Context: an optimization exercise on an open-source flow, tuned for small area. The choices shown serve that exercise and are no tape-out recipe.
Only the layout flow was run in this run; the RTL was not checked for function there.
Power figures rest on the tool's default switching activity, not on a simulated workload.

File: flow/config.mk
export PLATFORM = sky130hd
export DESIGN_NAME = koki_h74
export DESIGN_NICKNAME = koki_h74
export VERILOG_FILES = /design/flow/design.v
export SDC_FILE = /design/flow/constraint.sdc
export NUM_CORES = 4
export LEC_CHECK = 0
export ABC_AREA = 1
export CAP_MARGIN = 20
export CORE_MARGIN = 2
export CORE_UTILIZATION = 35
export GPL_TIMING_DRIVEN = 0
export SLEW_MARGIN = 20
export SYNTH_HIERARCHICAL = 1
export SYNTH_MEMORY_MAX_BITS = 32768
File: flow/constraint.sdc
create_clock -name core_clock -period 7.0 [get_ports {clk}]
set_input_delay 1.4000 -clock core_clock [delete_from_list [all_inputs] [get_ports {clk}]]
set_output_delay 1.4000 -clock core_clock [all_outputs]
set_load 0.01 [all_outputs]
File: flow/design.v
module koki_core (
    input wire rst,
    input wire cmd_we,
    input wire [31:0] cmd,
    input wire [19:0] m_q,
    input wire grid_q,
    input wire inv_q,
    input wire ill_q,
    output wire [19:0] m_d,
    output wire grid_d,
    output wire inv_d,
    output wire ill_d,
    output wire [35:0] res,
    output wire [1:0] status
);
  wire new_n119, new_n120, new_n121, new_n122, new_n123, new_n124, new_n125, new_n126, new_n127, new_n128, new_n129, new_n130, new_n131, new_n132, new_n133, new_n134, new_n135, new_n136, new_n137, new_n138, new_n139, new_n140, new_n141, new_n142, new_n143, new_n144, new_n145, new_n146, new_n147, new_n148, new_n149, new_n150, new_n151, new_n152, new_n153, new_n154, new_n155, new_n156, new_n157, new_n158, new_n159, new_n160, new_n161, new_n162, new_n163, new_n164, new_n165, new_n166, new_n167, new_n168, new_n169, new_n170, new_n171, new_n172, new_n173, new_n174, new_n175, new_n176, new_n177, new_n178, new_n179, new_n180, new_n181, new_n182, new_n183, new_n184, new_n185, new_n186, new_n187, new_n188, new_n189, new_n190, new_n191, new_n192, new_n193, new_n194, new_n195, new_n196, new_n197, new_n198, new_n199, new_n200, new_n201, new_n202, new_n203, new_n204, new_n205, new_n206, new_n207, new_n208, new_n209, new_n210, new_n211, new_n212, new_n213, new_n214, new_n215, new_n216, new_n217, new_n218, new_n219, new_n220, new_n221, new_n222, new_n223, new_n224, new_n225, new_n226, new_n227, new_n228, new_n229, new_n230, new_n231, new_n232, new_n233, new_n234, new_n235, new_n236, new_n237, new_n238, new_n239, new_n240, new_n241, new_n242, new_n243, new_n244, new_n245, new_n246, new_n247, new_n248, new_n249, new_n250, new_n251, new_n252, new_n253, new_n254, new_n255, new_n256, new_n257, new_n258, new_n259, new_n260, new_n261, new_n262, new_n263, new_n264, new_n265, new_n266, new_n267, new_n268, new_n269, new_n270, new_n271, new_n272, new_n273, new_n274, new_n275, new_n276, new_n277, new_n278, new_n279, new_n280, new_n281, new_n282, new_n283, new_n284, new_n285, new_n286, new_n287, new_n288, new_n289, new_n290, new_n291, new_n292, new_n293, new_n294, new_n295, new_n296, new_n297, new_n298, new_n299, new_n300, new_n301, new_n302, new_n303, new_n304, new_n305, new_n306, new_n307, new_n308, new_n309, new_n310, new_n311, new_n312, new_n313, new_n314, new_n315, new_n316, new_n317, new_n318, new_n319, new_n320, new_n321, new_n322, new_n323, new_n324, new_n325, new_n326, new_n327, new_n328, new_n329, new_n330, new_n331, new_n332, new_n333, new_n334, new_n335, new_n336, new_n337, new_n338, new_n339, new_n340, new_n341, new_n342, new_n343, new_n344, new_n345, new_n346, new_n347, new_n348, new_n349, new_n350, new_n351, new_n352, new_n353, new_n354, new_n355, new_n356, new_n357, new_n358, new_n359, new_n360, new_n361, new_n362, new_n363, new_n364, new_n365, new_n366, new_n367, new_n368, new_n369, new_n370, new_n371, new_n372, new_n373, new_n374, new_n375, new_n376, new_n377, new_n378, new_n379, new_n380, new_n381, new_n382, new_n383, new_n384, new_n385, new_n386, new_n387, new_n388, new_n389, new_n390, new_n391, new_n392, new_n393, new_n394, new_n395, new_n396, new_n397, new_n398, new_n399, new_n400, new_n401, new_n402, new_n403, new_n404, new_n405, new_n406, new_n407, new_n408, new_n409, new_n410, new_n411, new_n412, new_n413, new_n414, new_n415, new_n416, new_n417, new_n418, new_n419, new_n420, new_n421, new_n422, new_n423, new_n424, new_n425, new_n426, new_n427, new_n428, new_n429, new_n430, new_n431, new_n432, new_n433, new_n434, new_n435, new_n436, new_n437, new_n438, new_n439, new_n440, new_n441, new_n442, new_n443, new_n444, new_n445, new_n446, new_n447, new_n448, new_n449, new_n450, new_n451, new_n452, new_n453, new_n454, new_n455, new_n456, new_n457, new_n458, new_n459, new_n460, new_n461, new_n462, new_n463, new_n464, new_n465, new_n466, new_n467, new_n468, new_n469, new_n470, new_n471, new_n472, new_n473, new_n474, new_n475, new_n476, new_n477, new_n478, new_n479, new_n480, new_n481, new_n482, new_n483, new_n484, new_n485, new_n486, new_n487, new_n488, new_n489, new_n490, new_n491, new_n492, new_n493, new_n494, new_n495, new_n496, new_n497, new_n498, new_n499, new_n500, new_n501, new_n502, new_n503, new_n504, new_n505, new_n506, new_n507, new_n508, new_n509, new_n510, new_n511, new_n512, new_n513, new_n514, new_n515, new_n516, new_n517, new_n518, new_n519, new_n520, new_n521, new_n522, new_n523, new_n524, new_n525, new_n526, new_n527, new_n528, new_n529, new_n530, new_n531, new_n532, new_n533, new_n534, new_n535, new_n537, new_n538, new_n539, new_n540, new_n541, new_n542, new_n543, new_n544, new_n545, new_n546, new_n547, new_n548, new_n549, new_n550, new_n551, new_n552, new_n553, new_n554, new_n555, new_n556, new_n557, new_n558, new_n560, new_n561, new_n562, new_n563, new_n564, new_n565, new_n566, new_n567, new_n568, new_n569, new_n570, new_n571, new_n572, new_n573, new_n574, new_n575, new_n576, new_n577, new_n578, new_n579, new_n580, new_n581, new_n582, new_n584, new_n585, new_n586, new_n587, new_n588, new_n589, new_n590, new_n591, new_n592, new_n593, new_n594, new_n595, new_n596, new_n597, new_n598, new_n599, new_n600, new_n601, new_n602, new_n604, new_n605, new_n606, new_n607, new_n608, new_n609, new_n610, new_n611, new_n612, new_n613, new_n614, new_n615, new_n616, new_n618, new_n619, new_n620, new_n621, new_n622, new_n623, new_n624, new_n625, new_n626, new_n627, new_n628, new_n629, new_n630, new_n631, new_n632, new_n634, new_n635, new_n636, new_n637, new_n638, new_n639, new_n640, new_n641, new_n642, new_n643, new_n644, new_n645, new_n646, new_n647, new_n649, new_n650, new_n651, new_n652, new_n653, new_n654, new_n655, new_n656, new_n657, new_n658, new_n660, new_n661, new_n662, new_n663, new_n664, new_n665, new_n666, new_n667, new_n668, new_n669, new_n670, new_n671, new_n672, new_n673, new_n674, new_n675, new_n677, new_n678, new_n679, new_n680, new_n681, new_n682, new_n683, new_n684, new_n685, new_n686, new_n688, new_n689, new_n690, new_n691, new_n692, new_n693, new_n695, new_n696, new_n697, new_n698, new_n699, new_n701, new_n702, new_n703, new_n704, new_n706, new_n707, new_n708, new_n709, new_n711, new_n712, new_n713, new_n714, new_n716, new_n717, new_n718, new_n719, new_n721, new_n722, new_n723, new_n724, new_n726, new_n727, new_n728, new_n729, new_n731, new_n732, new_n733, new_n734, new_n736, new_n737, new_n738, new_n740, new_n741, new_n743, new_n744, new_n745, new_n746, new_n747, new_n748, new_n749, new_n750, new_n751, new_n752, new_n753, new_n754, new_n755, new_n756, new_n757, new_n758, new_n759, new_n760, new_n761, new_n762, new_n763, new_n764, new_n765, new_n766, new_n767, new_n768, new_n769, new_n770, new_n771, new_n772, new_n774, new_n775, new_n777, new_n778, new_n779, new_n780, new_n781, new_n782, new_n783, new_n784, new_n785, new_n787, new_n788, new_n789, new_n790, new_n791, new_n792, new_n793, new_n794, new_n795, new_n796, new_n798, new_n799, new_n800, new_n801, new_n802, new_n803, new_n804, new_n805, new_n806, new_n807, new_n809, new_n810, new_n811, new_n812, new_n813, new_n814, new_n815, new_n816, new_n817, new_n818, new_n820, new_n821, new_n822, new_n823, new_n824, new_n825, new_n826, new_n827, new_n828, new_n829, new_n831, new_n832, new_n833, new_n834, new_n835, new_n836, new_n837, new_n838, new_n840, new_n841, new_n842, new_n843, new_n844, new_n845, new_n846, new_n848, new_n849, new_n850, new_n851, new_n852, new_n853, new_n854, new_n856, new_n857, new_n858, new_n859, new_n860, new_n861, new_n862, new_n864, new_n865, new_n866, new_n867, new_n868, new_n869, new_n870, new_n872, new_n874, new_n876, new_n878, new_n880, new_n882, new_n883, new_n884, new_n885, new_n886, new_n888, new_n889, new_n890, new_n891, new_n892, new_n894, new_n895, new_n896, new_n897, new_n898, new_n900, new_n901, new_n902, new_n903, new_n904, new_n906, new_n907, new_n908, new_n909, new_n910, new_n913, new_n915, new_n917, new_n919, new_n923, new_n925, new_n927, new_n931, new_n933, new_n935;
  assign new_n119 = cmd[28] & ~cmd[31] ;
  assign new_n120 = ~cmd[20] & ~cmd[21] ;
  assign new_n121 = ~cmd[22] & new_n120;
  assign new_n122 = cmd[28] & cmd[29] ;
  assign new_n123 = cmd[30] & new_n122;
  assign new_n124 = ~new_n121 & ~new_n123;
  assign new_n125 = ~cmd[28] & cmd[31] ;
  assign new_n126 = cmd[29] & new_n125;
  assign new_n127 = ~cmd[12] & ~cmd[13] ;
  assign new_n128 = ~cmd[14] & ~cmd[15] ;
  assign new_n129 = new_n127 & new_n128;
  assign new_n130 = ~cmd[8] & ~cmd[9] ;
  assign new_n131 = ~cmd[10] & ~cmd[11] ;
  assign new_n132 = new_n130 & new_n131;
  assign new_n133 = new_n129 & new_n132;
  assign new_n134 = ~cmd[29] & cmd[31] ;
  assign new_n135 = cmd[7] & new_n134;
  assign new_n136 = ~cmd[16] & ~cmd[17] ;
  assign new_n137 = ~cmd[18] & ~cmd[19] ;
  assign new_n138 = new_n136 & new_n137;
  assign new_n139 = ~new_n135 & new_n138;
  assign new_n140 = new_n133 & new_n139;
  assign new_n141 = ~new_n126 & ~new_n140;
  assign new_n142 = ~new_n124 & ~new_n141;
  assign new_n143 = cmd[22] & ~new_n120;
  assign new_n144 = cmd[28] & new_n134;
  assign new_n145 = ~new_n143 & new_n144;
  assign new_n146 = ~new_n142 & ~new_n145;
  assign new_n147 = ~cmd[25] & ~cmd[26] ;
  assign new_n148 = ~cmd[27] & new_n147;
  assign new_n149 = ~rst & cmd_we;
  assign new_n150 = ~cmd[23] & ~cmd[24] ;
  assign new_n151 = new_n149 & new_n150;
  assign new_n152 = new_n148 & new_n151;
  assign new_n153 = ~new_n146 & new_n152;
  assign new_n154 = ~cmd[30] & new_n153;
  assign new_n155 = cmd[29] & new_n154;
  assign new_n156 = new_n119 & new_n155;
  assign new_n157 = cmd[6] & cmd[7] ;
  assign new_n158 = ~cmd[5] & cmd[29] ;
  assign new_n159 = cmd[5] & ~cmd[29] ;
  assign new_n160 = ~cmd[2] & cmd[6] ;
  assign new_n161 = cmd[2] & ~cmd[6] ;
  assign new_n162 = ~new_n160 & ~new_n161;
  assign new_n163 = cmd[3] & ~cmd[7] ;
  assign new_n164 = cmd[1] & ~cmd[5] ;
  assign new_n165 = ~new_n163 & ~new_n164;
  assign new_n166 = new_n162 & new_n165;
  assign new_n167 = ~cmd[0] & cmd[4] ;
  assign new_n168 = ~cmd[5] & ~cmd[6] ;
  assign new_n169 = cmd[5] & cmd[6] ;
  assign new_n170 = ~new_n168 & ~new_n169;
  assign new_n171 = ~cmd[1] & ~cmd[2] ;
  assign new_n172 = cmd[1] & cmd[2] ;
  assign new_n173 = ~new_n171 & ~new_n172;
  assign new_n174 = ~new_n170 & new_n173;
  assign new_n175 = new_n170 & ~new_n173;
  assign new_n176 = ~new_n174 & ~new_n175;
  assign new_n177 = ~new_n167 & new_n176;
  assign new_n178 = new_n166 & ~new_n177;
  assign new_n179 = ~cmd[3] & cmd[7] ;
  assign new_n180 = new_n160 & ~new_n163;
  assign new_n181 = ~new_n179 & ~new_n180;
  assign new_n182 = ~new_n178 & new_n181;
  assign new_n183 = ~cmd[3] & ~cmd[4] ;
  assign new_n184 = ~cmd[5] & ~cmd[7] ;
  assign new_n185 = cmd[5] & cmd[7] ;
  assign new_n186 = ~new_n184 & ~new_n185;
  assign new_n187 = ~new_n183 & ~new_n186;
  assign new_n188 = ~cmd[6] & new_n172;
  assign new_n189 = ~new_n187 & ~new_n188;
  assign new_n190 = ~new_n168 & ~new_n189;
  assign new_n191 = new_n160 & new_n183;
  assign new_n192 = new_n170 & new_n191;
  assign new_n193 = ~new_n190 & ~new_n192;
  assign new_n194 = ~new_n182 & ~new_n193;
  assign new_n195 = ~cmd[0] & ~cmd[2] ;
  assign new_n196 = cmd[3] & ~new_n171;
  assign new_n197 = ~new_n195 & new_n196;
  assign new_n198 = cmd[4] & new_n197;
  assign new_n199 = ~cmd[0] & ~cmd[1] ;
  assign new_n200 = new_n161 & ~new_n199;
  assign new_n201 = new_n198 & new_n200;
  assign new_n202 = ~cmd[7] & ~new_n201;
  assign new_n203 = ~new_n187 & ~new_n202;
  assign new_n204 = cmd[7] & new_n198;
  assign new_n205 = ~new_n170 & ~new_n204;
  assign new_n206 = ~new_n203 & ~new_n205;
  assign new_n207 = cmd[3] & ~cmd[4] ;
  assign new_n208 = ~cmd[5] & ~new_n207;
  assign new_n209 = new_n173 & ~new_n208;
  assign new_n210 = ~cmd[4] & ~cmd[6] ;
  assign new_n211 = cmd[2] & cmd[3] ;
  assign new_n212 = new_n210 & ~new_n211;
  assign new_n213 = ~cmd[2] & ~cmd[3] ;
  assign new_n214 = new_n212 & ~new_n213;
  assign new_n215 = ~new_n209 & new_n214;
  assign new_n216 = ~new_n170 & new_n203;
  assign new_n217 = ~new_n215 & ~new_n216;
  assign new_n218 = ~new_n206 & new_n217;
  assign new_n219 = ~cmd[4] & new_n194;
  assign new_n220 = cmd[5] & ~new_n202;
  assign new_n221 = new_n182 & ~new_n220;
  assign new_n222 = ~cmd[5] & ~new_n197;
  assign new_n223 = cmd[6] & new_n222;
  assign new_n224 = cmd[4] & ~new_n223;
  assign new_n225 = new_n221 & new_n224;
  assign new_n226 = ~new_n219 & ~new_n225;
  assign new_n227 = ~new_n218 & new_n226;
  assign new_n228 = ~new_n194 & ~new_n227;
  assign new_n229 = ~cmd[5] & new_n196;
  assign new_n230 = ~cmd[4] & ~new_n229;
  assign new_n231 = ~cmd[6] & ~new_n230;
  assign new_n232 = ~new_n228 & new_n231;
  assign new_n233 = cmd[6] & ~cmd[7] ;
  assign new_n234 = cmd[0] & new_n172;
  assign new_n235 = new_n229 & new_n234;
  assign new_n236 = ~cmd[4] & cmd[5] ;
  assign new_n237 = ~new_n196 & new_n236;
  assign new_n238 = cmd[4] & ~cmd[5] ;
  assign new_n239 = ~new_n237 & ~new_n238;
  assign new_n240 = ~new_n235 & new_n239;
  assign new_n241 = new_n233 & ~new_n240;
  assign new_n242 = new_n199 & new_n213;
  assign new_n243 = ~new_n208 & ~new_n242;
  assign new_n244 = new_n157 & ~new_n243;
  assign new_n245 = ~cmd[3] & cmd[4] ;
  assign new_n246 = ~new_n234 & new_n245;
  assign new_n247 = new_n244 & ~new_n246;
  assign new_n248 = ~cmd[6] & ~cmd[7] ;
  assign new_n249 = cmd[5] & new_n248;
  assign new_n250 = ~new_n212 & new_n249;
  assign new_n251 = ~new_n198 & new_n250;
  assign new_n252 = ~new_n207 & ~new_n245;
  assign new_n253 = new_n173 & new_n252;
  assign new_n254 = new_n184 & new_n212;
  assign new_n255 = ~new_n253 & new_n254;
  assign new_n256 = ~new_n251 & ~new_n255;
  assign new_n257 = ~new_n247 & new_n256;
  assign new_n258 = ~new_n241 & new_n257;
  assign new_n259 = ~new_n232 & new_n258;
  assign new_n260 = ~new_n228 & new_n259;
  assign new_n261 = ~cmd[5] & new_n260;
  assign new_n262 = ~new_n119 & ~new_n125;
  assign new_n263 = cmd[7] & new_n262;
  assign new_n264 = ~new_n261 & new_n263;
  assign new_n265 = new_n168 & ~new_n228;
  assign new_n266 = cmd[7] & ~new_n265;
  assign new_n267 = ~cmd[29] & ~new_n266;
  assign new_n268 = ~new_n264 & ~new_n267;
  assign new_n269 = cmd[4] & ~new_n268;
  assign new_n270 = ~cmd[4] & new_n268;
  assign new_n271 = cmd[4] & new_n247;
  assign new_n272 = cmd[29] & new_n262;
  assign new_n273 = cmd[7] & new_n169;
  assign new_n274 = ~new_n250 & ~new_n273;
  assign new_n275 = new_n272 & new_n274;
  assign new_n276 = ~new_n271 & new_n275;
  assign new_n277 = ~new_n248 & ~new_n266;
  assign new_n278 = cmd[4] & cmd[6] ;
  assign new_n279 = ~new_n228 & ~new_n278;
  assign new_n280 = cmd[5] & ~new_n210;
  assign new_n281 = ~new_n279 & new_n280;
  assign new_n282 = ~new_n277 & ~new_n281;
  assign new_n283 = ~new_n231 & ~new_n282;
  assign new_n284 = new_n276 & ~new_n283;
  assign new_n285 = ~new_n262 & ~new_n282;
  assign new_n286 = ~new_n284 & ~new_n285;
  assign new_n287 = new_n218 & ~new_n226;
  assign new_n288 = ~cmd[29] & ~new_n227;
  assign new_n289 = ~new_n287 & new_n288;
  assign new_n290 = new_n260 & new_n262;
  assign new_n291 = ~new_n289 & ~new_n290;
  assign new_n292 = ~new_n198 & new_n273;
  assign new_n293 = cmd[2] & new_n184;
  assign new_n294 = ~cmd[6] & ~new_n293;
  assign new_n295 = ~new_n187 & new_n294;
  assign new_n296 = ~new_n292 & ~new_n295;
  assign new_n297 = ~new_n264 & ~new_n296;
  assign new_n298 = ~new_n291 & new_n297;
  assign new_n299 = new_n276 & new_n296;
  assign new_n300 = new_n291 & new_n299;
  assign new_n301 = ~new_n228 & new_n296;
  assign new_n302 = ~new_n262 & ~new_n301;
  assign new_n303 = ~cmd[29] & ~new_n302;
  assign new_n304 = ~new_n300 & ~new_n303;
  assign new_n305 = ~new_n298 & new_n304;
  assign new_n306 = ~new_n262 & ~new_n289;
  assign new_n307 = cmd[29] & ~new_n259;
  assign new_n308 = ~new_n306 & ~new_n307;
  assign new_n309 = cmd[1] & new_n121;
  assign new_n310 = cmd[20] & ~cmd[21] ;
  assign new_n311 = cmd[5] & new_n310;
  assign new_n312 = cmd[17] & cmd[22] ;
  assign new_n313 = ~new_n311 & ~new_n312;
  assign new_n314 = ~cmd[20] & cmd[21] ;
  assign new_n315 = cmd[9] & new_n314;
  assign new_n316 = cmd[20] & cmd[21] ;
  assign new_n317 = cmd[13] & new_n316;
  assign new_n318 = ~new_n315 & ~new_n317;
  assign new_n319 = new_n313 & new_n318;
  assign new_n320 = ~new_n309 & new_n319;
  assign new_n321 = new_n308 & ~new_n320;
  assign new_n322 = ~new_n308 & new_n320;
  assign new_n323 = cmd[0] & cmd[2] ;
  assign new_n324 = ~new_n195 & ~new_n323;
  assign new_n325 = ~new_n173 & new_n245;
  assign new_n326 = ~new_n324 & new_n325;
  assign new_n327 = new_n244 & ~new_n326;
  assign new_n328 = cmd[1] & ~new_n324;
  assign new_n329 = new_n229 & ~new_n328;
  assign new_n330 = cmd[4] & new_n196;
  assign new_n331 = ~new_n237 & ~new_n330;
  assign new_n332 = ~new_n329 & new_n331;
  assign new_n333 = ~cmd[7] & ~new_n332;
  assign new_n334 = ~cmd[1] & new_n324;
  assign new_n335 = new_n238 & new_n334;
  assign new_n336 = new_n199 & new_n236;
  assign new_n337 = ~new_n245 & ~new_n336;
  assign new_n338 = ~cmd[2] & ~new_n337;
  assign new_n339 = ~cmd[6] & ~new_n229;
  assign new_n340 = ~new_n338 & new_n339;
  assign new_n341 = ~new_n335 & new_n340;
  assign new_n342 = ~new_n333 & ~new_n341;
  assign new_n343 = ~cmd[3] & new_n185;
  assign new_n344 = new_n197 & ~new_n212;
  assign new_n345 = ~new_n222 & ~new_n344;
  assign new_n346 = new_n211 & new_n238;
  assign new_n347 = new_n248 & ~new_n346;
  assign new_n348 = ~new_n345 & new_n347;
  assign new_n349 = ~new_n343 & ~new_n348;
  assign new_n350 = ~new_n342 & new_n349;
  assign new_n351 = ~new_n327 & ~new_n350;
  assign new_n352 = new_n272 & ~new_n351;
  assign new_n353 = new_n186 & new_n221;
  assign new_n354 = ~cmd[4] & ~new_n353;
  assign new_n355 = ~new_n242 & ~new_n296;
  assign new_n356 = new_n194 & ~new_n355;
  assign new_n357 = ~new_n354 & ~new_n356;
  assign new_n358 = ~new_n219 & ~new_n357;
  assign new_n359 = cmd[28] & ~cmd[29] ;
  assign new_n360 = ~cmd[31] & new_n359;
  assign new_n361 = ~new_n225 & new_n360;
  assign new_n362 = ~new_n358 & new_n361;
  assign new_n363 = ~new_n352 & ~new_n362;
  assign new_n364 = ~cmd[29] & new_n363;
  assign new_n365 = cmd[0] & new_n121;
  assign new_n366 = cmd[8] & new_n314;
  assign new_n367 = cmd[16] & cmd[22] ;
  assign new_n368 = ~new_n366 & ~new_n367;
  assign new_n369 = ~new_n365 & new_n368;
  assign new_n370 = ~new_n363 & ~new_n369;
  assign new_n371 = ~new_n364 & ~new_n370;
  assign new_n372 = ~new_n322 & ~new_n371;
  assign new_n373 = ~new_n321 & ~new_n372;
  assign new_n374 = new_n305 & new_n373;
  assign new_n375 = ~new_n305 & ~new_n373;
  assign new_n376 = cmd[2] & new_n121;
  assign new_n377 = cmd[6] & new_n310;
  assign new_n378 = cmd[18] & cmd[22] ;
  assign new_n379 = ~new_n377 & ~new_n378;
  assign new_n380 = ~new_n376 & new_n379;
  assign new_n381 = ~new_n375 & new_n380;
  assign new_n382 = ~new_n374 & ~new_n381;
  assign new_n383 = new_n286 & new_n382;
  assign new_n384 = ~cmd[29] & ~new_n262;
  assign new_n385 = ~new_n272 & ~new_n384;
  assign new_n386 = new_n286 & ~new_n385;
  assign new_n387 = ~new_n382 & ~new_n386;
  assign new_n388 = cmd[3] & ~new_n387;
  assign new_n389 = ~new_n383 & ~new_n388;
  assign new_n390 = ~new_n270 & ~new_n389;
  assign new_n391 = ~new_n269 & ~new_n390;
  assign new_n392 = ~new_n159 & new_n391;
  assign new_n393 = ~new_n158 & ~new_n392;
  assign new_n394 = new_n157 & ~new_n393;
  assign new_n395 = ~cmd[29] & ~cmd[31] ;
  assign new_n396 = ~new_n233 & ~new_n395;
  assign new_n397 = ~cmd[7] & ~cmd[29] ;
  assign new_n398 = ~new_n396 & ~new_n397;
  assign new_n399 = new_n393 & new_n398;
  assign new_n400 = cmd[7] & cmd[29] ;
  assign new_n401 = ~cmd[6] & new_n400;
  assign new_n402 = ~new_n399 & ~new_n401;
  assign new_n403 = ~new_n394 & new_n402;
  assign new_n404 = cmd[12] & new_n316;
  assign new_n405 = cmd[4] & new_n310;
  assign new_n406 = ~new_n404 & ~new_n405;
  assign new_n407 = new_n369 & new_n406;
  assign new_n408 = new_n363 & ~new_n407;
  assign new_n409 = ~new_n363 & new_n407;
  assign new_n410 = ~new_n408 & ~new_n409;
  assign new_n411 = ~new_n321 & ~new_n322;
  assign new_n412 = new_n371 & new_n411;
  assign new_n413 = ~new_n371 & ~new_n411;
  assign new_n414 = ~new_n412 & ~new_n413;
  assign new_n415 = ~new_n374 & ~new_n375;
  assign new_n416 = cmd[10] & new_n314;
  assign new_n417 = cmd[14] & new_n316;
  assign new_n418 = ~new_n416 & ~new_n417;
  assign new_n419 = new_n380 & new_n418;
  assign new_n420 = ~new_n415 & new_n419;
  assign new_n421 = new_n415 & ~new_n419;
  assign new_n422 = ~new_n420 & ~new_n421;
  assign new_n423 = ~new_n414 & new_n422;
  assign new_n424 = ~new_n410 & new_n423;
  assign new_n425 = cmd[3] & new_n121;
  assign new_n426 = cmd[11] & new_n314;
  assign new_n427 = cmd[19] & cmd[22] ;
  assign new_n428 = ~new_n426 & ~new_n427;
  assign new_n429 = cmd[7] & new_n310;
  assign new_n430 = cmd[15] & new_n316;
  assign new_n431 = ~new_n429 & ~new_n430;
  assign new_n432 = new_n428 & new_n431;
  assign new_n433 = ~new_n425 & new_n432;
  assign new_n434 = ~new_n383 & ~new_n387;
  assign new_n435 = ~new_n433 & new_n434;
  assign new_n436 = new_n433 & ~new_n434;
  assign new_n437 = ~new_n435 & ~new_n436;
  assign new_n438 = new_n424 & new_n437;
  assign new_n439 = new_n410 & ~new_n414;
  assign new_n440 = ~new_n422 & ~new_n439;
  assign new_n441 = ~new_n423 & ~new_n440;
  assign new_n442 = ~new_n438 & ~new_n441;
  assign new_n443 = ~new_n269 & ~new_n270;
  assign new_n444 = ~new_n389 & new_n443;
  assign new_n445 = new_n389 & ~new_n443;
  assign new_n446 = ~new_n134 & ~new_n445;
  assign new_n447 = ~new_n444 & new_n446;
  assign new_n448 = ~new_n437 & new_n447;
  assign new_n449 = new_n437 & ~new_n447;
  assign new_n450 = ~new_n448 & ~new_n449;
  assign new_n451 = ~new_n442 & ~new_n450;
  assign new_n452 = ~new_n441 & new_n450;
  assign new_n453 = ~new_n451 & ~new_n452;
  assign new_n454 = new_n403 & new_n453;
  assign new_n455 = ~new_n403 & ~new_n453;
  assign new_n456 = ~new_n454 & ~new_n455;
  assign new_n457 = new_n438 & new_n447;
  assign new_n458 = cmd[5] & new_n395;
  assign new_n459 = ~new_n158 & ~new_n458;
  assign new_n460 = ~new_n391 & new_n459;
  assign new_n461 = new_n391 & ~new_n459;
  assign new_n462 = ~new_n460 & ~new_n461;
  assign new_n463 = ~new_n457 & new_n462;
  assign new_n464 = ~cmd[6] & ~cmd[29] ;
  assign new_n465 = cmd[6] & ~new_n395;
  assign new_n466 = ~new_n464 & ~new_n465;
  assign new_n467 = new_n393 & ~new_n466;
  assign new_n468 = ~new_n393 & new_n466;
  assign new_n469 = ~new_n467 & ~new_n468;
  assign new_n470 = new_n463 & ~new_n469;
  assign new_n471 = ~new_n462 & new_n469;
  assign new_n472 = ~new_n470 & ~new_n471;
  assign new_n473 = new_n456 & new_n472;
  assign new_n474 = ~new_n456 & ~new_n472;
  assign new_n475 = ~new_n473 & ~new_n474;
  assign new_n476 = new_n156 & ~new_n475;
  assign new_n477 = ~cmd[28] & new_n395;
  assign new_n478 = cmd[30] & ~new_n477;
  assign new_n479 = ~cmd[28] & cmd[29] ;
  assign new_n480 = ~new_n359 & ~new_n479;
  assign new_n481 = ~cmd[30] & new_n480;
  assign new_n482 = ~new_n272 & new_n481;
  assign new_n483 = ~new_n478 & ~new_n482;
  assign new_n484 = new_n153 & new_n483;
  assign new_n485 = ~new_n410 & new_n484;
  assign new_n486 = new_n154 & ~new_n477;
  assign new_n487 = new_n184 & new_n210;
  assign new_n488 = ~new_n359 & ~new_n400;
  assign new_n489 = ~new_n487 & ~new_n488;
  assign new_n490 = cmd[30] & ~cmd[31] ;
  assign new_n491 = ~new_n489 & new_n490;
  assign new_n492 = new_n153 & new_n491;
  assign new_n493 = ~rst & ~new_n492;
  assign new_n494 = ~new_n486 & new_n493;
  assign new_n495 = m_q[0] & new_n494;
  assign new_n496 = new_n359 & new_n492;
  assign new_n497 = cmd[3] & new_n324;
  assign new_n498 = ~cmd[3] & ~new_n324;
  assign new_n499 = ~new_n497 & ~new_n498;
  assign new_n500 = new_n496 & new_n499;
  assign new_n501 = ~new_n210 & ~new_n278;
  assign new_n502 = new_n324 & ~new_n501;
  assign new_n503 = ~new_n324 & new_n501;
  assign new_n504 = ~new_n502 & ~new_n503;
  assign new_n505 = new_n479 & ~new_n504;
  assign new_n506 = ~cmd[22] & new_n310;
  assign new_n507 = ~cmd[0] & new_n506;
  assign new_n508 = cmd[0] & ~new_n506;
  assign new_n509 = ~new_n507 & ~new_n508;
  assign new_n510 = new_n122 & ~new_n509;
  assign new_n511 = ~new_n505 & ~new_n510;
  assign new_n512 = new_n492 & ~new_n511;
  assign new_n513 = ~cmd[28] & new_n134;
  assign new_n514 = new_n154 & new_n513;
  assign new_n515 = ~new_n123 & ~new_n504;
  assign new_n516 = ~cmd[20] & ~new_n515;
  assign new_n517 = cmd[21] & new_n123;
  assign new_n518 = ~new_n123 & ~new_n176;
  assign new_n519 = ~new_n517 & ~new_n518;
  assign new_n520 = cmd[22] & new_n123;
  assign new_n521 = new_n170 & new_n252;
  assign new_n522 = ~new_n170 & ~new_n252;
  assign new_n523 = ~new_n521 & ~new_n522;
  assign new_n524 = ~new_n123 & ~new_n523;
  assign new_n525 = ~new_n520 & ~new_n524;
  assign new_n526 = ~new_n519 & ~new_n525;
  assign new_n527 = ~new_n516 & new_n526;
  assign new_n528 = cmd[6] & new_n527;
  assign new_n529 = ~cmd[6] & ~new_n527;
  assign new_n530 = ~new_n528 & ~new_n529;
  assign new_n531 = new_n514 & new_n530;
  assign new_n532 = ~new_n512 & ~new_n531;
  assign new_n533 = ~new_n500 & new_n532;
  assign new_n534 = ~new_n495 & new_n533;
  assign new_n535 = ~new_n485 & new_n534;
  assign m_d[0] = new_n476 | ~new_n535;
  assign new_n537 = ~new_n414 & new_n484;
  assign new_n538 = new_n156 & new_n410;
  assign new_n539 = m_q[1] & new_n494;
  assign new_n540 = new_n516 & new_n526;
  assign new_n541 = cmd[5] & ~new_n540;
  assign new_n542 = ~cmd[5] & new_n540;
  assign new_n543 = ~new_n541 & ~new_n542;
  assign new_n544 = new_n514 & ~new_n543;
  assign new_n545 = ~cmd[22] & new_n314;
  assign new_n546 = cmd[1] & new_n545;
  assign new_n547 = ~cmd[1] & ~new_n545;
  assign new_n548 = ~new_n546 & ~new_n547;
  assign new_n549 = new_n480 & ~new_n548;
  assign new_n550 = new_n176 & ~new_n480;
  assign new_n551 = ~new_n549 & ~new_n550;
  assign new_n552 = new_n492 & new_n551;
  assign new_n553 = ~new_n544 & ~new_n552;
  assign new_n554 = ~new_n539 & new_n553;
  assign new_n555 = new_n500 & ~new_n554;
  assign new_n556 = ~new_n500 & new_n554;
  assign new_n557 = ~new_n555 & ~new_n556;
  assign new_n558 = ~new_n538 & ~new_n557;
  assign m_d[1] = new_n537 | ~new_n558;
  assign new_n560 = new_n422 & new_n484;
  assign new_n561 = ~new_n410 & new_n414;
  assign new_n562 = ~new_n439 & ~new_n561;
  assign new_n563 = new_n156 & ~new_n562;
  assign new_n564 = ~new_n516 & ~new_n519;
  assign new_n565 = new_n525 & new_n564;
  assign new_n566 = ~cmd[2] & ~new_n565;
  assign new_n567 = cmd[2] & new_n565;
  assign new_n568 = ~new_n566 & ~new_n567;
  assign new_n569 = new_n122 & new_n568;
  assign new_n570 = ~new_n480 & ~new_n523;
  assign new_n571 = ~new_n569 & ~new_n570;
  assign new_n572 = new_n492 & ~new_n571;
  assign new_n573 = ~new_n516 & new_n519;
  assign new_n574 = ~new_n525 & new_n573;
  assign new_n575 = cmd[4] & ~new_n574;
  assign new_n576 = ~cmd[4] & new_n574;
  assign new_n577 = ~new_n575 & ~new_n576;
  assign new_n578 = new_n514 & ~new_n577;
  assign new_n579 = m_q[2] & new_n494;
  assign new_n580 = ~new_n578 & ~new_n579;
  assign new_n581 = ~new_n572 & new_n580;
  assign new_n582 = ~new_n563 & new_n581;
  assign m_d[2] = new_n560 | ~new_n582;
  assign new_n584 = new_n437 & new_n484;
  assign new_n585 = new_n422 & new_n561;
  assign new_n586 = ~new_n422 & ~new_n561;
  assign new_n587 = ~new_n585 & ~new_n586;
  assign new_n588 = new_n156 & ~new_n587;
  assign new_n589 = m_q[3] & new_n494;
  assign new_n590 = new_n120 & ~new_n525;
  assign new_n591 = ~cmd[3] & new_n590;
  assign new_n592 = cmd[3] & ~new_n590;
  assign new_n593 = ~new_n591 & ~new_n592;
  assign new_n594 = cmd[28] & new_n492;
  assign new_n595 = ~new_n593 & new_n594;
  assign new_n596 = new_n514 & new_n568;
  assign new_n597 = ~new_n328 & ~new_n334;
  assign new_n598 = new_n496 & ~new_n597;
  assign new_n599 = ~new_n596 & ~new_n598;
  assign new_n600 = ~new_n595 & new_n599;
  assign new_n601 = ~new_n589 & new_n600;
  assign new_n602 = ~new_n588 & new_n601;
  assign m_d[3] = new_n584 | ~new_n602;
  assign new_n604 = ~new_n424 & new_n562;
  assign new_n605 = new_n437 & new_n604;
  assign new_n606 = ~new_n437 & ~new_n604;
  assign new_n607 = ~new_n605 & ~new_n606;
  assign new_n608 = new_n156 & ~new_n607;
  assign new_n609 = new_n447 & new_n484;
  assign new_n610 = m_q[4] & new_n494;
  assign new_n611 = cmd[2] & new_n496;
  assign new_n612 = new_n122 & new_n492;
  assign new_n613 = ~new_n577 & new_n612;
  assign new_n614 = ~new_n611 & ~new_n613;
  assign new_n615 = ~new_n610 & new_n614;
  assign new_n616 = ~new_n609 & new_n615;
  assign m_d[4] = new_n608 | ~new_n616;
  assign new_n618 = ~new_n410 & ~new_n414;
  assign new_n619 = ~new_n422 & ~new_n618;
  assign new_n620 = new_n424 & ~new_n437;
  assign new_n621 = ~new_n619 & ~new_n620;
  assign new_n622 = ~new_n447 & new_n621;
  assign new_n623 = new_n447 & ~new_n621;
  assign new_n624 = ~new_n622 & ~new_n623;
  assign new_n625 = new_n156 & ~new_n624;
  assign new_n626 = new_n462 & new_n484;
  assign new_n627 = m_q[5] & new_n494;
  assign new_n628 = cmd[1] & new_n496;
  assign new_n629 = ~new_n543 & new_n612;
  assign new_n630 = ~new_n628 & ~new_n629;
  assign new_n631 = ~new_n627 & new_n630;
  assign new_n632 = ~new_n626 & new_n631;
  assign m_d[5] = new_n625 | ~new_n632;
  assign new_n634 = ~new_n424 & ~new_n437;
  assign new_n635 = new_n438 & ~new_n447;
  assign new_n636 = ~new_n634 & ~new_n635;
  assign new_n637 = ~new_n462 & new_n636;
  assign new_n638 = new_n462 & ~new_n636;
  assign new_n639 = ~new_n637 & ~new_n638;
  assign new_n640 = new_n156 & ~new_n639;
  assign new_n641 = new_n469 & new_n484;
  assign new_n642 = m_q[6] & new_n494;
  assign new_n643 = new_n530 & new_n612;
  assign new_n644 = cmd[0] & new_n496;
  assign new_n645 = ~new_n643 & ~new_n644;
  assign new_n646 = ~new_n642 & new_n645;
  assign new_n647 = ~new_n641 & new_n646;
  assign m_d[6] = new_n640 | ~new_n647;
  assign new_n649 = new_n457 & ~new_n462;
  assign new_n650 = ~new_n438 & ~new_n447;
  assign new_n651 = ~new_n649 & ~new_n650;
  assign new_n652 = ~new_n469 & ~new_n651;
  assign new_n653 = new_n469 & new_n651;
  assign new_n654 = ~new_n652 & ~new_n653;
  assign new_n655 = new_n156 & new_n654;
  assign new_n656 = m_q[7] & new_n494;
  assign new_n657 = ~new_n403 & new_n484;
  assign new_n658 = ~new_n656 & ~new_n657;
  assign m_d[7] = new_n655 | ~new_n658;
  assign new_n660 = ~new_n463 & ~new_n649;
  assign new_n661 = new_n403 & ~new_n660;
  assign new_n662 = new_n457 & new_n469;
  assign new_n663 = new_n462 & new_n662;
  assign new_n664 = new_n403 & ~new_n663;
  assign new_n665 = ~new_n403 & new_n663;
  assign new_n666 = ~new_n664 & ~new_n665;
  assign new_n667 = new_n660 & new_n666;
  assign new_n668 = ~new_n661 & ~new_n667;
  assign new_n669 = new_n156 & ~new_n668;
  assign new_n670 = new_n480 & new_n484;
  assign new_n671 = ~new_n475 & new_n670;
  assign new_n672 = m_q[8] & new_n494;
  assign new_n673 = cmd[8] & new_n155;
  assign new_n674 = ~new_n672 & ~new_n673;
  assign new_n675 = ~new_n671 & new_n674;
  assign m_d[8] = new_n669 | ~new_n675;
  assign new_n677 = new_n462 & ~new_n662;
  assign new_n678 = ~new_n456 & new_n677;
  assign new_n679 = new_n456 & ~new_n677;
  assign new_n680 = ~new_n678 & ~new_n679;
  assign new_n681 = new_n156 & ~new_n680;
  assign new_n682 = new_n410 & new_n670;
  assign new_n683 = cmd[9] & new_n155;
  assign new_n684 = m_q[9] & new_n494;
  assign new_n685 = ~new_n683 & ~new_n684;
  assign new_n686 = ~new_n682 & new_n685;
  assign m_d[9] = new_n681 | ~new_n686;
  assign new_n688 = new_n156 & new_n666;
  assign new_n689 = ~new_n562 & new_n670;
  assign new_n690 = m_q[10] & new_n494;
  assign new_n691 = cmd[10] & new_n155;
  assign new_n692 = ~new_n690 & ~new_n691;
  assign new_n693 = ~new_n689 & new_n692;
  assign m_d[10] = new_n688 | ~new_n693;
  assign new_n695 = ~new_n587 & new_n670;
  assign new_n696 = cmd[11] & new_n155;
  assign new_n697 = m_q[11] & new_n494;
  assign new_n698 = ~new_n696 & ~new_n697;
  assign new_n699 = ~new_n695 & new_n698;
  assign m_d[11] = new_n476 | ~new_n699;
  assign new_n701 = ~new_n607 & new_n670;
  assign new_n702 = cmd[12] & new_n155;
  assign new_n703 = m_q[12] & new_n494;
  assign new_n704 = ~new_n702 & ~new_n703;
  assign m_d[12] = new_n701 | ~new_n704;
  assign new_n706 = ~new_n624 & new_n670;
  assign new_n707 = cmd[13] & new_n155;
  assign new_n708 = m_q[13] & new_n494;
  assign new_n709 = ~new_n707 & ~new_n708;
  assign m_d[13] = new_n706 | ~new_n709;
  assign new_n711 = ~new_n639 & new_n670;
  assign new_n712 = m_q[14] & new_n494;
  assign new_n713 = cmd[14] & new_n155;
  assign new_n714 = ~new_n712 & ~new_n713;
  assign m_d[14] = new_n711 | ~new_n714;
  assign new_n716 = new_n654 & new_n670;
  assign new_n717 = m_q[15] & new_n494;
  assign new_n718 = cmd[15] & new_n155;
  assign new_n719 = ~new_n717 & ~new_n718;
  assign m_d[15] = new_n716 | ~new_n719;
  assign new_n721 = ~new_n668 & new_n670;
  assign new_n722 = m_q[16] & new_n494;
  assign new_n723 = cmd[16] & new_n155;
  assign new_n724 = ~new_n722 & ~new_n723;
  assign m_d[16] = new_n721 | ~new_n724;
  assign new_n726 = new_n670 & ~new_n680;
  assign new_n727 = m_q[17] & new_n494;
  assign new_n728 = cmd[17] & new_n155;
  assign new_n729 = ~new_n727 & ~new_n728;
  assign m_d[17] = new_n726 | ~new_n729;
  assign new_n731 = new_n666 & new_n670;
  assign new_n732 = cmd[18] & new_n155;
  assign new_n733 = m_q[18] & new_n494;
  assign new_n734 = ~new_n732 & ~new_n733;
  assign m_d[18] = new_n731 | ~new_n734;
  assign new_n736 = m_q[19] & new_n494;
  assign new_n737 = cmd[19] & new_n155;
  assign new_n738 = ~new_n736 & ~new_n737;
  assign m_d[19] = new_n671 | ~new_n738;
  assign new_n740 = grid_q & new_n494;
  assign new_n741 = cmd[31] & new_n155;
  assign grid_d = new_n740 | new_n741;
  assign new_n743 = ~new_n162 & new_n170;
  assign new_n744 = cmd[0] & ~cmd[4] ;
  assign new_n745 = cmd[7] & ~new_n744;
  assign new_n746 = ~cmd[7] & ~new_n167;
  assign new_n747 = ~new_n745 & ~new_n746;
  assign new_n748 = new_n743 & new_n747;
  assign new_n749 = cmd[2] & ~new_n234;
  assign new_n750 = new_n487 & ~new_n749;
  assign new_n751 = ~cmd[2] & new_n167;
  assign new_n752 = new_n273 & new_n751;
  assign new_n753 = ~new_n750 & ~new_n752;
  assign new_n754 = ~new_n748 & new_n753;
  assign new_n755 = new_n166 & ~new_n744;
  assign new_n756 = new_n182 & new_n755;
  assign new_n757 = new_n754 & ~new_n756;
  assign new_n758 = ~new_n173 & new_n522;
  assign new_n759 = ~new_n253 & ~new_n758;
  assign new_n760 = ~new_n754 & new_n759;
  assign new_n761 = new_n360 & ~new_n760;
  assign new_n762 = ~new_n757 & new_n761;
  assign new_n763 = new_n183 & new_n234;
  assign new_n764 = ~new_n172 & new_n183;
  assign new_n765 = ~new_n323 & new_n764;
  assign new_n766 = cmd[29] & ~new_n765;
  assign new_n767 = ~new_n763 & ~new_n766;
  assign new_n768 = new_n273 & ~new_n385;
  assign new_n769 = ~new_n767 & new_n768;
  assign new_n770 = ~new_n762 & ~new_n769;
  assign new_n771 = new_n154 & ~new_n770;
  assign new_n772 = inv_q & new_n494;
  assign inv_d = new_n771 | new_n772;
  assign new_n774 = cmd_we & new_n494;
  assign new_n775 = ~rst & ill_q;
  assign ill_d = new_n774 | new_n775;
  assign new_n777 = grid_q & ~inv_q;
  assign new_n778 = ~m_q[3] & new_n777;
  assign new_n779 = m_q[2] & ~new_n778;
  assign new_n780 = m_q[3] & new_n777;
  assign new_n781 = ~m_q[2] & ~new_n780;
  assign new_n782 = ~new_n779 & ~new_n781;
  assign new_n783 = m_q[0] & new_n782;
  assign new_n784 = ~m_q[0] & ~inv_q;
  assign new_n785 = ~new_n782 & new_n784;
  assign res[0] = ~new_n783 & ~new_n785;
  assign new_n787 = ~m_q[4] & ~m_q[6] ;
  assign new_n788 = m_q[4] & m_q[6] ;
  assign new_n789 = ~new_n787 & ~new_n788;
  assign new_n790 = ~m_q[7] & new_n777;
  assign new_n791 = ~new_n789 & new_n790;
  assign new_n792 = m_q[7] & new_n777;
  assign new_n793 = new_n789 & new_n792;
  assign new_n794 = ~m_q[1] & ~inv_q;
  assign new_n795 = ~grid_q & new_n794;
  assign new_n796 = ~new_n793 & ~new_n795;
  assign res[1] = ~new_n791 & new_n796;
  assign new_n798 = ~m_q[8] & ~m_q[10] ;
  assign new_n799 = m_q[8] & m_q[10] ;
  assign new_n800 = ~new_n798 & ~new_n799;
  assign new_n801 = ~m_q[11] & new_n777;
  assign new_n802 = ~new_n800 & new_n801;
  assign new_n803 = m_q[11] & new_n777;
  assign new_n804 = new_n800 & new_n803;
  assign new_n805 = ~m_q[2] & ~inv_q;
  assign new_n806 = ~grid_q & new_n805;
  assign new_n807 = ~new_n804 & ~new_n806;
  assign res[2] = ~new_n802 & new_n807;
  assign new_n809 = ~m_q[12] & ~m_q[14] ;
  assign new_n810 = m_q[12] & m_q[14] ;
  assign new_n811 = ~new_n809 & ~new_n810;
  assign new_n812 = ~m_q[15] & new_n777;
  assign new_n813 = ~new_n811 & new_n812;
  assign new_n814 = m_q[15] & new_n777;
  assign new_n815 = new_n811 & new_n814;
  assign new_n816 = ~grid_q & ~inv_q;
  assign new_n817 = ~m_q[3] & new_n816;
  assign new_n818 = ~new_n815 & ~new_n817;
  assign res[3] = ~new_n813 & new_n818;
  assign new_n820 = ~m_q[16] & ~m_q[18] ;
  assign new_n821 = m_q[16] & m_q[18] ;
  assign new_n822 = ~new_n820 & ~new_n821;
  assign new_n823 = ~m_q[19] & new_n777;
  assign new_n824 = ~new_n822 & new_n823;
  assign new_n825 = m_q[19] & new_n777;
  assign new_n826 = new_n822 & new_n825;
  assign new_n827 = ~m_q[4] & ~inv_q;
  assign new_n828 = ~grid_q & new_n827;
  assign new_n829 = ~new_n826 & ~new_n828;
  assign res[4] = ~new_n824 & new_n829;
  assign new_n831 = ~m_q[0] & ~m_q[1] ;
  assign new_n832 = m_q[0] & m_q[1] ;
  assign new_n833 = ~new_n831 & ~new_n832;
  assign new_n834 = new_n778 & ~new_n833;
  assign new_n835 = new_n780 & new_n833;
  assign new_n836 = ~m_q[5] & ~inv_q;
  assign new_n837 = ~grid_q & new_n836;
  assign new_n838 = ~new_n835 & ~new_n837;
  assign res[5] = ~new_n834 & new_n838;
  assign new_n840 = ~m_q[4] & ~m_q[5] ;
  assign new_n841 = m_q[4] & m_q[5] ;
  assign new_n842 = ~new_n840 & ~new_n841;
  assign new_n843 = new_n792 & new_n842;
  assign new_n844 = ~m_q[6] & new_n816;
  assign new_n845 = new_n790 & ~new_n842;
  assign new_n846 = ~new_n844 & ~new_n845;
  assign res[6] = ~new_n843 & new_n846;
  assign new_n848 = ~m_q[8] & ~m_q[9] ;
  assign new_n849 = m_q[8] & m_q[9] ;
  assign new_n850 = ~new_n848 & ~new_n849;
  assign new_n851 = new_n801 & ~new_n850;
  assign new_n852 = ~m_q[7] & new_n816;
  assign new_n853 = new_n803 & new_n850;
  assign new_n854 = ~new_n852 & ~new_n853;
  assign res[7] = ~new_n851 & new_n854;
  assign new_n856 = ~m_q[12] & ~m_q[13] ;
  assign new_n857 = m_q[12] & m_q[13] ;
  assign new_n858 = ~new_n856 & ~new_n857;
  assign new_n859 = new_n812 & ~new_n858;
  assign new_n860 = ~m_q[8] & new_n816;
  assign new_n861 = new_n814 & new_n858;
  assign new_n862 = ~new_n860 & ~new_n861;
  assign res[8] = ~new_n859 & new_n862;
  assign new_n864 = ~m_q[16] & ~m_q[17] ;
  assign new_n865 = m_q[16] & m_q[17] ;
  assign new_n866 = ~new_n864 & ~new_n865;
  assign new_n867 = new_n825 & new_n866;
  assign new_n868 = ~m_q[9] & new_n816;
  assign new_n869 = new_n823 & ~new_n866;
  assign new_n870 = ~new_n868 & ~new_n869;
  assign res[9] = ~new_n867 & new_n870;
  assign new_n872 = ~m_q[10] & new_n816;
  assign res[10] = ~new_n778 & ~new_n872;
  assign new_n874 = ~m_q[11] & new_n816;
  assign res[11] = ~new_n790 & ~new_n874;
  assign new_n876 = ~m_q[12] & new_n816;
  assign res[12] = ~new_n801 & ~new_n876;
  assign new_n878 = ~m_q[13] & new_n816;
  assign res[13] = ~new_n812 & ~new_n878;
  assign new_n880 = ~m_q[14] & new_n816;
  assign res[14] = ~new_n823 & ~new_n880;
  assign new_n882 = ~m_q[15] & new_n816;
  assign new_n883 = ~m_q[2] & new_n833;
  assign new_n884 = m_q[2] & ~new_n833;
  assign new_n885 = new_n777 & ~new_n884;
  assign new_n886 = ~new_n883 & new_n885;
  assign res[15] = ~new_n882 & ~new_n886;
  assign new_n888 = ~m_q[6] & new_n842;
  assign new_n889 = m_q[6] & ~new_n842;
  assign new_n890 = new_n777 & ~new_n889;
  assign new_n891 = ~new_n888 & new_n890;
  assign new_n892 = ~m_q[16] & new_n816;
  assign res[16] = ~new_n891 & ~new_n892;
  assign new_n894 = ~m_q[10] & new_n850;
  assign new_n895 = m_q[10] & ~new_n850;
  assign new_n896 = new_n777 & ~new_n895;
  assign new_n897 = ~new_n894 & new_n896;
  assign new_n898 = ~m_q[17] & new_n816;
  assign res[17] = ~new_n897 & ~new_n898;
  assign new_n900 = ~m_q[14] & new_n858;
  assign new_n901 = m_q[14] & ~new_n858;
  assign new_n902 = new_n777 & ~new_n901;
  assign new_n903 = ~new_n900 & new_n902;
  assign new_n904 = ~m_q[18] & new_n816;
  assign res[18] = ~new_n903 & ~new_n904;
  assign new_n906 = ~m_q[19] & new_n816;
  assign new_n907 = m_q[18] & new_n866;
  assign new_n908 = ~m_q[18] & ~new_n866;
  assign new_n909 = ~new_n907 & ~new_n908;
  assign new_n910 = new_n777 & ~new_n909;
  assign res[19] = ~new_n906 & ~new_n910;
  assign res[20] = ~new_n805 & ~new_n816;
  assign new_n913 = m_q[6] & grid_q;
  assign res[21] = inv_q | new_n913;
  assign new_n915 = m_q[10] & grid_q;
  assign res[22] = inv_q | new_n915;
  assign new_n917 = m_q[14] & grid_q;
  assign res[23] = inv_q | new_n917;
  assign new_n919 = m_q[18] & grid_q;
  assign res[24] = inv_q | new_n919;
  assign res[25] = ~new_n794 & ~new_n816;
  assign res[26] = ~new_n816 & ~new_n836;
  assign new_n923 = m_q[9] & grid_q;
  assign res[27] = inv_q | new_n923;
  assign new_n925 = m_q[13] & grid_q;
  assign res[28] = inv_q | new_n925;
  assign new_n927 = m_q[17] & grid_q;
  assign res[29] = inv_q | new_n927;
  assign res[30] = ~new_n784 & ~new_n816;
  assign res[31] = ~new_n816 & ~new_n827;
  assign new_n931 = m_q[8] & grid_q;
  assign res[32] = inv_q | new_n931;
  assign new_n933 = m_q[12] & grid_q;
  assign res[33] = inv_q | new_n933;
  assign new_n935 = m_q[16] & grid_q;
  assign res[34] = inv_q | new_n935;
  assign res[35] = inv_q;
  assign status[0] = inv_q;
  assign status[1] = ill_q;
endmodule
module koki_h74 (
    input  wire        clk,
    input  wire        rst,
    input  wire        cmd_we,
    input  wire [31:0] cmd,
    output wire [35:0] res,
    output wire [1:0]  status      
);
    reg  [19:0] m_q;
    reg         grid_q, ill_q;
    reg         ninv_q;                   
    wire        inv_q = ~ninv_q;
    wire [19:0] m_d;
    wire        grid_d, inv_d, ill_d;
    koki_core u_core (
        .rst(rst), .cmd_we(cmd_we), .cmd(cmd),
        .m_q(m_q), .grid_q(grid_q), .inv_q(inv_q), .ill_q(ill_q),
        .m_d(m_d), .grid_d(grid_d), .inv_d(inv_d), .ill_d(ill_d),
        .res(res), .status(status)
    );
    always @(posedge clk) begin
        m_q    <= m_d;
        grid_q <= grid_d;
        ninv_q <= ~inv_d;
        ill_q  <= ill_d;
    end
endmodule
File: flow/flow/run.sh
#!/bin/bash
# Own layout flow: the standard layout (standard.sh) with
#  - synthesis by flow/synth.tcl: the standard flow's synthesis script, but ABC maps
#    for area (flow/abc.script) and no adder cells are extracted;
#  - the port buffers that global placement inserts made from buf_1.
# Registers, their names and cell types are those of the standard synthesis.
set -euo pipefail
HERE=$(pwd)
export OWN_ABC_SCRIPT="$HERE/flow/abc.script"
export BUFFER_PORTS_ARGS="-buffer_cell sky130_fd_sc_hd__buf_1"
bash standard.sh SYNTH_SCRIPT="$HERE/flow/synth.tcl" ADDER_MAP_FILE= finish > standard.log 2>&1
File: flow/flow/abc.script
strash
dch
map -D 4000 -B 0.1
topo
stime -c
File: flow/flow/synth.tcl
# The standard flow's synthesis script (synth_recipe.tcl) with two changes: every abc
# call maps with the area-oriented script flow/abc.script, and the caller
# sets ADDER_MAP_FILE empty so no half/full adder cells are extracted.
proc synth {args} { yosys synth -nofsm -noshare {*}$args }
proc abc {args} {
  set i [lsearch -exact $args -script]
  if { $i >= 0 } {
    set args [lreplace $args [expr {$i + 1}] [expr {$i + 1}] $::env(OWN_ABC_SCRIPT)]
  }
  yosys abc {*}$args
}
source $::env(SCRIPTS_DIR)/synth.tcl
# left out here: clear keep_hierarchy, flatten, clean up, hide names made inside functions, write 1_2_yosys.v
File: flow/standard.sh
#!/bin/bash
# synth_recipe.tcl (not shown) runs the flow's synth.tcl, then flattens the netlist and writes it again
# the make line also repeats each setting of config.mk as NAME=value (left out here)
make -C /OpenROAD-flow-scripts/flow DESIGN_CONFIG=/design/flow/config.mk WORK_HOME=/design/flow/orfs CLKGATE_MAP_FILE= SYNTH_SCRIPT=/design/flow/synth_recipe.tcl "${@:-finish}"
==> impl_metrics.tcl <==
set metrics [dict create \
    final_cell_mix "nand2_1, nor2_1, clkinv_1" \
    cp.arrival_ns 6.75 \
    start_kind "primary input" \
    numClockSinks 23 \
    ff_latch_area_um2 460.4 \
    crit_required_ns 7.18 \
    path_max_fanout 13 \
    synth_area_leaders "dfxtp_1, nand2_1, nor2_1" \
    finalSetupViolCount 0 \
    period_share_pct 93.86 \
    grt.total_usage_pct 23.96 \
    worst_pin_slew_ns 0.8941 \
    layout_commonest_cell "nand2_1" \
    slowest_delay_ns 0.37 \
    drc 0 \
    power.total_uw 499.4 \
    design.core.area_um2 8806 \
    synth_top_area_cell "dfxtp_1" \
    rsz0062_at_grt "false" \
    drtPass1Iterations 5 \
    path_common_cell "nand2_1" \
    path_class "in2reg" \
    rrSetupSlack_ns 5.72 \
    synth.yosys.seq_area_share_pct 14.30 \
    syn_area_per_cell_um2 5.769 \
    skew_ns 0 \
    synthCells 558 \
    drt-initial-drc-count 395 \
    powerDensity_nw_per_um2 133.9 \
    top_layer_used "met4" \
    cp-end-kind "register" \
    diodes 0 \
    period_needed_ns 6.570 \
    grt_pass1_vias 3941 \
    drv_slew 0 \
    finalSetupTns_ns 0 \
    dr_wl_met3_um 834 \
    fin_util_pct 42.34 \
    die_w_um 99.91 \
    start_util_pct 36.56 \
    nFillCells 989 \
    relSlewSlack_pct 40.18 \
    yosysWarnings 7 \
    dpl.hpwl_mm 10.07 \
    die_area_um2 9981 \
    slowest_stage "maj3_1" \
    layout-drive-gt1-share_pct 4.859 \
    wl_mm 12.28 \
    area_growth_pct 15.82 \
    multi_input_comb_area_um2 2416 \
    io_pins 73 \
    synth_edf_count 0 \
    netlist-cell-type-count 34 \
    dr_total_vias 4317 \
    cts-root-buf "clkbuf_8" \
    viasPerCell 5.787 \
    numCtsBuffers 3 \
    status "timing/DRC/antenna clean" \
    fin_nets 674 \
    row_count 34 \
    cap_violations 0 \
    route.met2.wl_mm 5.728 \
    place.gp.congestion 0.9644 \
    hold_path_class "reg2reg" \
    die_h_um 99.91 \
    clock_path_buffers 2 \
    drt-met1-wl_mm 5.261 \
    h-tree-depth 1 \
    max_freq_mhz 152.2 \
    grt_pass1_wl_mm 19.44 \
    netlist.area_leader.share_pct 14.30 \
    ys_async_sr_fraction_pct 0 \
    hold_viol_final 0 \
    hold-worst-slack_ns 0.4946 \
    antenna_found_initial 0 \
    yosys_most_used_dff "dfxtp_1" \
    syn_area_um2 3219 \
    drtAntennaViolNets 0 \
    clk_pin_slew_ns 0.08 \
    p_leak_uw 0.001374 \
    postSynthNetCount 593 \
    wire_per_inst_um 16.46 \
    insertion_delay_ns 0.26 \
    grt_overflow 0 \
    portBuffers 72 \
    ir_drop_uv 59.71 \
    grt_start_max_net_pins 19 \
    ys_ff_latch 23 \
    tritoncts "done" \
]
-- path summary, 6_finish.rpt --
path          start  endpoint  depth (start not counted)
max          cmd[5]    m_q[0]                         29
max reg2reg  ninv_q    ninv_q                          4
min           ill_q     ill_q                          1
min reg2reg   ill_q     ill_q                          1
-- layer usage --
| layer | vias to the layer above | track usage [%] |
|---|---|---|
| met1 | 1944 | 31.27 |
| met3 | 42 | 1.114 |
| met4 | 0 | 9.905 |
| li1 | 2117 | - |
| met5 | - | 0 |
| met2 | 214 | 41.42 |
-- cell usage after synthesis (all sizes together), types with 3 or more instances --
master and number:
xnor2 7, o2111ai 7, a31oi 4, xor2 28
o22ai 5, nor2 94, o21ai 36, a21oi 34
or2 7, o31ai 4, nor3 14, nor4 4
nand2 109, nand3 20, o221ai 10, o211ai 7
buf 3, a221oi 19, a22oi 18, clkinv 86
dfxtp 23
-- stage by stage --
stage,setup slack (ns),cell area [um2],cells
floorplan,1.527,3219,558
global placement,-0.2801,3625,738
detailed placement,-0.2957,3642,739
CTS,0.1469,3690,743
global route,0.009836,3729,746
finish,0.4299,3729,746
-- kinds of logic (layout without fill, tap and decap cells) --
group,after synthesis,after routing,synth area share [%]
xor+xnor,35,35,9.522
simple gates,250,250,31.52
buf+inv,89,169,10.73
compound gates,160,160,33.62
fa+ha+maj,1,1,0.3109
flops,23,23,14.30
-- worst max-delay path, delay by kind of cell --
family | cells | cell delay (ns)
simple gates | 14 | 2.12
fa+ha+maj | 1 | 0.37
xor+xnor | 3 | 0.73
buf+inv | 3 | 0.76
compound gates | 8 | 1.37
-- flip-flops by register name (all words and copies together) (netlist names) --
name,cells
m_q,20
grid_q,1
ill_q,1
ninv_q,1
-- Yosys stat by module, one instance, submodules excluded --
module / flip-flops and latches / cells / times used
koki_core: 0 / 533 / 1
koki_h74: 23 / 25 / 1
-- cell type report --
cell class / count / area share (%)
buffer: 3 / 0.6040
clock buffer: 4 / 1.208
inverter: 86 / 8.960
multi-input combinational: 446 / 64.80
sequential: 23 / 12.35
tap: 108 / 3.624
timing repair buffer: 76 / 8.456
-- power by group --
group / internal (uW) / switching (uW)
clock network: 40.6 / 41.8
registers: 131 / 0.391
logic: 86.2 / 199
total: 258 / 241
-- what timing repair did --
| item | CTS | global route |
|---|---|---|
| gates cloned | 0 | 0 |
| hold buffers | 0 | 0 |
| setup buffers | 0 | 3 |
| setup endpoints to repair | 3 | 13 |
| gates resized for setup | 2 | 8 |

what the ideal ports hide:
No port has a modelled driver above. Below, the same layout with a new extraction and two added sets of constraints.
Step 1, drivers: a clkbuf_16 drives clk and a buf_2 each remaining input, both assumed.
Step 2 adds t to the input delays and takes it off the output delays; t is the mean of the earliest and latest rising clock arrival at the registers after step 1. Input paths then give back, and output paths get back, about the clock's delay inside the block.
Three values: ideal, step 1, step 2; two values: the first two.
t (ns): 0.285
setup WS [ns]: 0.430 / 0.430 / 0.145
slew at the worst register clock pin (ns): 0.08 / 0.08
pins driven straight from the clock port: 1
After both steps setup and hold are still met in this run. The setup slack of this run moves by 0.000 ns with the drivers and by -0.285 ns with both steps.
